What follows belongs to an exercise in optimizing a design on an open flow for small area, a short achievable clock period and few clock cycles per item; a production flow would make more cautious choices. Power is estimated from default activity; no workload was simulated.

Setup of green:
// ranging_code_gen
module ranging_code_gen (
    input  wire        clk,
    input  wire        rst,
    input  wire        cmd_valid,
    output wire        cmd_ready,
    input  wire [1:0]  cmd_mode,    
    input  wire [13:0] cmd_arg,     
    input  wire [13:0] cmd_p,       
    input  wire [13:0] cmd_len,     
    output reg         chip_valid,
    output reg         chip
);
For scale: about 1600 cells after synthesis, about 93 flip-flops.
clock: 8.0 ns
lec_check: 0
abc_area: 1
cap_margin: 20
cell_pad_in_sites_detail_placement: 1
cell_pad_in_sites_global_placement: 1
core_margin: 2
core_utilization: 35
place_density: 0.45
setup_slack_margin: 4.5
slew_margin: 20
standard.sh (not shown) runs the stock make flow with config.mk's settings and CLKGATE_MAP_FILE= SYNTH_SCRIPT=/design/flow/synth_recipe.tcl, a recipe that flattens the netlist after the stock synthesis.
==> flow/flow/run.sh <==
#!/bin/bash
# The standard layout (standard.sh), with the port buffers that global placement
# inserts on every input and output made plain buffers (buf_2) instead of the
# default delay-buffer cell.
set -euo pipefail
export BUFFER_PORTS_ARGS="-buffer_cell sky130_fd_sc_hd__buf_2"
bash standard.sh > standard.log 2>&1
Having completed the whole flow, green delivered a layout that passed the timing, design-rule and antenna checks.
#### Input delta (orange over green)
diff --git a/flow/design.v b/flow/design.v
--- a/flow/design.v
+++ b/flow/design.v
@@ -2180,21 +2180,20 @@
     reg        d_init;
     reg        d_addy;
     reg        d_fold;
     reg        d_c1;
     reg        d_c2;
     reg        d_pass;
     reg        d_end;
     reg        fz;          
     reg        wd;          
     reg        wh;          
-    reg [10:0] mask;        
     reg [11:0] l_idx;
     reg        l_sg;
     reg        leg_q;       
     reg        leg_ph;      
     reg        leg_a;       
     wire emit = st_gold | (st_wrun & leg_ph);
     wire last = emit & rem1;
     assign cmd_ready = ready_q;
     wire acc  = cmd_valid & ready_q;
     wire len_nz  = (cmd_len != 14'd0);
@@ -2202,21 +2201,21 @@
     wire wset_nx = acc ? (cmd_mode[1] & len_nz) : (st_wset & ~d_end);
     wire wrun_nx = acc ? 1'b0 : ((st_wrun & ~last) | (st_wset & d_end));
     wire lph_nx  = st_wrun & sc[0];
     wire rem1_nx = ready_q ? (cmd_len == 14'd1) : (emit ? (rem == 14'd2) : rem1);
     wire rdy_nx  = ~(gold_nx | wset_nx | wrun_nx) | ((gold_nx | (wrun_nx & lph_nx)) & rem1_nx);
     wire [12:0] g1 = x[12:0];
     wire [12:0] g2 = y[12:0];
     wire g1_fb = sub ? ^(g1 & 13'b1000000001101) : ^(g1[10:0] & 11'b11111000001);
     wire g2_fb = sub ? ^(g2 & 13'b1101101110001) : ^(g2[10:0] & 11'b10110011111);
     wire g1_rl = sub & (g1 == 13'h07FF);      
-    wire gold_chip = sub ? (g1[12] ^ g2[12]) : (g1[10] ^ (^(g2[10:0] & mask)));
+    wire gold_chip = sub ? (g1[12] ^ g2[12]) : (g1[10] ^ (^(g2[10:0] & l_idx[10:0])));
     wire [12:0] hh = sub ? H_S : H_M;
     wire [14:0] nn = sub ? N_S : N_M;
     reg  [14:0] red_c;
     always @(*) begin
         if (d_c1)
             red_c = sub ? 15'd14428 : 15'd20486;    
         else if (d_c2)
             red_c = sub ? 15'd7214  : 15'd10243;    
         else if (d_pass)
             red_c = 15'h7FFF;                       
@@ -2328,26 +2327,28 @@
         d_fold <= (sc_nx == 4'd8) | (sc_nx == 4'd11);
         d_c1   <= (sc_nx == 4'd1) | (sc_nx == 4'd2);
         d_c2   <= (sc_nx == 4'd3) | (sc_nx == 4'd4);
         d_pass <= (sc_nx == 4'd10);
         d_end  <= (sc_nx == 4'd11);
         y <= y_d;
         if (st_gold)
             x <= {y[14:13], g1_rl ? 13'h1FFF : {g1[11:0], g1_fb}};
         else
             x <= y;
-        l_idx  <= sm[12:1];
+        if (~st_gold) begin
+            l_idx <= sm[12:1];
+        end
         fz     <= (yv == 13'd0);
         wd     <= y[14] & (yv != 13'd0);
         wh     <= ~y[14] & (yv == hh);
         l_sg   <= y[14] ^ (~sub & t_odd);
         leg_q  <= leg;
         leg_ph <= lph_nx;
         leg_a  <= leg_q;
         if (ready_q) begin
             sub   <= cmd_mode[0];
             rem   <= cmd_len;
             x     <= cmd_mode[1] ? {1'b0, cmd_p} : (cmd_mode[0] ? 15'h1FFF : 15'h02AA);
-            mask  <= cmd_arg[10:0];
+            l_idx <= {1'b0, cmd_arg[10:0]};
         end
     end
 endmodule
Results
orange: done, clean on timing, DRC and antenna. Between green and orange, share of final layout cell area taken by clock buffers and inverters is higher for orange, green comes in under that. [compare] base=green new=orange: adder and majority cell fraction of the synthesized area closely matched the old numbers; CTS clock-pin slew for the worst setup and hold paths decreased 20 ps. | reg-to-reg setup timing slack | orange vs green | better |. Per the comparison of orange with green, measured slew at the worst slew-check pin +52 ps, area after synthesis increased by 150 um2 relative to the old numbers, die extent in y saw an increase, pre-CTS worst setup slack went down by 86 ps, worst hold slack moved down. Diff green -> orange | fraction of the cycle the final worst path needs | decrease of 1.8 points.
No run of this note included a check of the RTL's function; only the layout flow was run.

========
Another version of the RTL of ranging_code_gen (not shown whole).
Size in the first run: ~1700 cells after synthesis, ~73 flip-flops, roughly 0.0099 mm2 of cells after synthesis.
==> module ranging_code_gen, before the edit <==
module ranging_code_gen (
    input  wire        clk,
    input  wire        rst,
    input  wire        cmd_valid,
    output wire        cmd_ready,
    input  wire [1:0]  cmd_mode,    
    input  wire [13:0] cmd_arg,     
    input  wire [13:0] cmd_p,       
    input  wire [13:0] cmd_len,     
    output reg         chip_valid,
    output reg         chip
);
    localparam [14:0] N_M = 15'd10243;
    localparam [14:0] N_S = 15'd3607;
    localparam [12:0] H_M = 13'd5121;    
    localparam [12:0] H_S = 13'd1803;
    reg        st_gold;
    reg        st_wset;
    reg        st_wrun;
    reg        sub;         
    reg [13:0] rem;
    reg        rem1;        
    reg [14:0] x;
    reg [14:0] y;
    reg [3:0]  sc;
    reg [11:0] l_idx;
    reg        l_sg;
    reg        l_z;
    reg        l_ph;
    reg        leg_a;
    wire idle   = ~(st_gold | st_wset | st_wrun);
    wire emit   = st_gold | (st_wrun & l_ph);
    wire last   = emit & rem1;
    assign cmd_ready = idle | last;
    wire acc = cmd_valid & cmd_ready;
    wire [12:0] g1 = x[12:0];
    wire [12:0] g2 = y[12:0];
    wire g1_fb = sub ? ^(g1 & 13'b1000000001101) : ^(g1[10:0] & 11'b11111000001);
    wire g2_fb = sub ? ^(g2 & 13'b1101101110001) : ^(g2[10:0] & 11'b10110011111);
    wire g1_rl = sub & (g1 == 13'h07FF);      
    wire gold_chip = sub ? (g1[12] ^ g2[12]) : (g1[10] ^ (^(g2[10:0] & l_idx[10:0])));
    wire [12:0] hh = sub ? H_S : H_M;
    wire [14:0] nn = sub ? N_S : N_M;
    wire [12:0] v  = x[12:0];
    wire        vs = x[14];
    wire        v_z = (v == 13'd0);
    reg         fz;
    reg         fh;
    reg  [14:0] red_c;
    always @(*) begin
        case (sc)
            4'd1, 4'd2: red_c = sub ? 15'd14428 : 15'd20486;    
            4'd3, 4'd4: red_c = sub ? 15'd7214  : 15'd10243;    
            4'd10:      red_c = 15'h7FFF;                       
            default:    red_c = nn;
        endcase
    end
    wire op_init = st_wset & (sc == 4'd0);
    wire op_addy = st_wset & (sc == 4'd7);
    wire op_fold = st_wset & sc[3] & ~sc[2] & (sc[1] ~^ sc[0]);    
    wire op_red  = st_wset & ~op_init & ~op_addy & ~op_fold;
    wire w_hold = ~vs & fh;
    wire w_dec  = vs & ~fz;
    reg  [14:0] ad_b;
    always @(*) begin
        if (op_init)
            ad_b = nn - 15'd1;
        else if (op_addy)
            ad_b = y;
        else if (op_fold)
            ad_b = nn;
        else if (op_red)
            ad_b = ~red_c;
        else
            ad_b = w_hold ? 15'd0 : (w_dec ? 15'h7FFF : 15'd1);
    end
    wire        ad_c = op_fold | op_red;
    wire [14:0] ad_a = x ^ {15{op_fold}};
    reg  [15:0] pg;
    reg  [15:0] pp;
    reg  [15:0] ad_s;
    integer     i;
    integer     d;
    always @(*) begin
        pg = {ad_a & ad_b, ad_c};
        pp = {ad_a ^ ad_b, 1'b0};
        for (d = 0; d < 4; d = d + 1)
            for (i = 0; i < 16; i = i + 1)
                if (((i + 1) % (2 << d)) == 0) begin
                    pg[i] = pg[i] | (pp[i] & pg[i - (1 << d)]);
                    pp[i] = pp[i] & pp[i - (1 << d)];
                end
        for (d = 2; d >= 0; d = d - 1)
            for (i = 0; i < 16; i = i + 1)
                if (((i + 1) % (2 << d)) == (1 << d) && i >= (2 << d)) begin
                    pg[i] = pg[i] | (pp[i] & pg[i - (1 << d)]);
                    pp[i] = pp[i] & pp[i - (1 << d)];
                end
        ad_s = {pg[15], (ad_a ^ ad_b) ^ pg[14:0]};
    end
    reg         x_gt_h;
    integer     j;
    always @(*) begin
        x_gt_h = 1'b0;
        for (j = 0; j < 13; j = j + 1)
            x_gt_h = hh[j] ? (x[j] & x_gt_h) : (x[j] | x_gt_h);
        x_gt_h = x[13] | x_gt_h;
    end
    wire        keep_x = (op_red & ~ad_s[15]) | (op_fold & ~x_gt_h);
    wire        y_top  = st_wset ? (op_fold | ad_s[14]) : (w_dec | w_hold);
    wire [14:0] y_nx   = keep_x ? x : {y_top, ad_s[13:0]};
    reg  [13:0] rem_dec;
    reg         rem_b;
    integer     n;
    always @(*) begin
        rem_b = 1'b1;
        for (n = 0; n < 14; n = n + 1) begin
            rem_dec[n] = rem[n] ^ rem_b;
            rem_b      = rem_b & ~rem[n];
        end
    end
    wire        s8 = (v[7:0] == 8'd0);
    wire [12:0] a1 = s8 ? {8'd0, v[12:8]} : v;
    wire        s4 = (a1[3:0] == 4'd0);
    wire [12:0] a2 = s4 ? {4'd0, a1[12:4]} : a1;
    wire        s2 = (a2[1:0] == 2'd0);
    wire [12:0] a3 = s2 ? {2'd0, a2[12:2]} : a2;
    wire        s1 = ~a3[0];
    wire [12:0] a4 = s1 ? {1'd0, a3[12:1]} : a3;
    wire rom_q;
    rcg_legrom u_rom (.a({sub, l_idx}), .q(rom_q));
    wire leg = ~l_z & (rom_q ^ l_sg);
    always @(posedge clk) begin
        if (rst) begin
            st_gold    <= 1'b0;
            st_wset    <= 1'b0;
            st_wrun    <= 1'b0;
            chip_valid <= 1'b0;
        end else begin
            chip_valid <= emit;
            if (acc) begin
                st_gold <= ~cmd_mode[1] & (cmd_len != 14'd0);
                st_wset <= cmd_mode[1] & (cmd_len != 14'd0);
                st_wrun <= 1'b0;
            end else if (last) begin
                st_gold <= 1'b0;
                st_wrun <= 1'b0;
            end else if (st_wset & (sc == 4'd11)) begin
                st_wset <= 1'b0;
                st_wrun <= 1'b1;
            end
        end
    end
    always @(posedge clk) begin
        chip <= st_gold ? gold_chip : (leg_a ^ leg);
        if (emit) begin
            rem  <= rem_dec;
            rem1 <= (rem == 14'd2);
        end
        sc <= sc + 4'd1;
        if (st_gold) begin
            x <= {y[14:13], g1_rl ? 13'h1FFF : {g1[11:0], g1_fb}};
            y <= {y_nx[14:13], g2[11:0], g2_fb};
        end else begin
            x <= y;
            y <= y_nx;
        end
        if (~st_gold) begin
            l_idx <= a4[12:1];
        end
        fz    <= (y[12:0] == 13'd0);
        fh    <= (y[12:0] == hh);
        l_sg  <= vs ^ (~sub & s1);
        l_z   <= v_z;
        l_ph  <= st_wrun & sc[0];
        leg_a <= leg;           
        if (cmd_ready) begin
            sub   <= cmd_mode[0];
            rem   <= cmd_len;
            rem1  <= (cmd_len == 14'd1);
            x     <= cmd_mode[1] ? {1'b0, cmd_p} : (cmd_mode[0] ? 15'h1FFF : 15'h02AA);
            y     <= (cmd_mode == 2'd0) ? 15'h02AA : {1'b0, cmd_arg};
            l_idx <= {1'b0, cmd_arg[10:0]};
            sc    <= 4'd0;
        end
    end
endmodule
clock: 8.0 ns
lec_check: 0
abc_area: 1
cap_margin: 20
cell_pad_in_sites_detail_placement: 1
cell_pad_in_sites_global_placement: 1
core_margin: 2
core_utilization: 35
place_density: 0.45
setup_slack_margin: 4
slew_margin: 20
run.sh (not shown) runs the stock make flow with config.mk's settings and CLKGATE_MAP_FILE= SYNTH_SCRIPT=/design/flow/synth_recipe.tcl, a recipe that flattens the netlist after the stock synthesis.
Stock flow here: none of the scripts above is used.
Then changed:
--- a/flow/design.v
+++ b/flow/design.v
@@ -2177,4 +2177,10 @@
     reg [14:0] y;
     reg [3:0]  sc;
+    reg        d_init;
+    reg        d_addy;
+    reg        d_fold;
+    reg        d_c1;
+    reg        d_c2;
+    reg        d_pass;
     reg [11:0] l_idx;
     reg        l_sg;
@@ -2202,15 +2208,17 @@
     reg  [14:0] red_c;
     always @(*) begin
-        case (sc)
-            4'd1, 4'd2: red_c = sub ? 15'd14428 : 15'd20486;    
-            4'd3, 4'd4: red_c = sub ? 15'd7214  : 15'd10243;    
-            4'd10:      red_c = 15'h7FFF;                       
-            default:    red_c = nn;
-        endcase
-    end
-    wire op_init = st_wset & (sc == 4'd0);
-    wire op_addy = st_wset & (sc == 4'd7);
-    wire op_fold = st_wset & sc[3] & ~sc[2] & (sc[1] ~^ sc[0]);    
-    wire op_red  = st_wset & ~op_init & ~op_addy & ~op_fold;
+        if (d_c1)
+            red_c = sub ? 15'd14428 : 15'd20486;    
+        else if (d_c2)
+            red_c = sub ? 15'd7214  : 15'd10243;    
+        else if (d_pass)
+            red_c = 15'h7FFF;                       
+        else
+            red_c = nn;
+    end
+    wire op_init = st_wset & d_init;
+    wire op_addy = st_wset & d_addy;
+    wire op_fold = st_wset & d_fold;
+    wire op_red  = st_wset & ~d_init & ~d_addy & ~d_fold;
     wire w_hold = ~vs & fh;
     wire w_dec  = vs & ~fz;
@@ -2263,4 +2271,5 @@
     wire        y_top  = st_wset ? (op_fold | ad_s[14]) : (w_dec | w_hold);
     wire [14:0] y_nx   = keep_x ? x : {y_top, ad_s[13:0]};
+    wire [3:0] sc_nx = cmd_ready ? 4'd0 : sc + 4'd1;
     reg  [13:0] rem_dec;
     reg         rem_b;
@@ -2311,5 +2320,11 @@
             rem1 <= (rem == 14'd2);
         end
-        sc <= sc + 4'd1;
+        sc     <= sc_nx;
+        d_init <= (sc_nx == 4'd0);
+        d_addy <= (sc_nx == 4'd7);
+        d_fold <= (sc_nx == 4'd8) | (sc_nx == 4'd11);
+        d_c1   <= (sc_nx == 4'd1) | (sc_nx == 4'd2);
+        d_c2   <= (sc_nx == 4'd3) | (sc_nx == 4'd4);
+        d_pass <= (sc_nx == 4'd10);
         if (st_gold) begin
             x <= {y[14:13], g1_rl ? 13'h1FFF : {g1[11:0], g1_fb}};
@@ -2335,5 +2350,4 @@
             y     <= (cmd_mode == 2'd0) ? 15'h02AA : {1'b0, cmd_arg};
             l_idx <= {1'b0, cmd_arg[10:0]};
-            sc    <= 4'd0;
         end
     end
=>
- The new run went through all stages and came out clean
- wire length is higher slightly
- sequential power is higher by a few percent
- combinational power is lower by a few percent
- setup slack improved by 0.29 ns
- cell area is lower by a few percent
- area after synthesis is lower slightly
- power is lower slightly
- via count is lower by a few percent
- cell count is lower by a few percent
- critical path depth is lower by 7
- die area is lower slightly
- non-clock buffer count is lower by 41
- synthesized cell count is lower by a few percent
No run of this note included a check of the RTL's function; only the layout flow was run.

-- re-timing with driven ports --
The results above use ideal ports. As a check the final layouts listed here were re-extracted and re-timed, cells and wires unchanged. Step 1, drivers: a clkbuf_16 drives clk and a buf_2 each remaining input, both assumed. Step 2 adds t to the input delays and takes it off the output delays; t is the mean of the earliest and latest rising clock arrival at the registers after step 1. Input paths then give back, and output paths get back, about the clock's delay inside the block. Three values: ideal, step 1, step 2; two values: the first two.
run | shift t [ns] | slack for setup (ns) | worst hold slack (ns)
green | 0.414 | 4.363 / 4.363 / 4.363 | 0.398 / 0.398 / 0.398
orange | 0.400 | 4.509 / 4.509 / 4.509 | 0.369 / 0.369 / 0.369
the first run of note 2 | 0.409 | 3.686 / 3.686 / 3.686 | 0.453 / 0.453 / 0.453
the second run of note 2 | 0.393 | 3.973 / 3.973 / 3.916 | 0.477 / 0.477 / 0.477
After both steps every run listed still meets setup and hold. The setup slack of the second run of note 2, which loses most, moves by 0.000 ns with the drivers and by -0.057 ns with both steps.
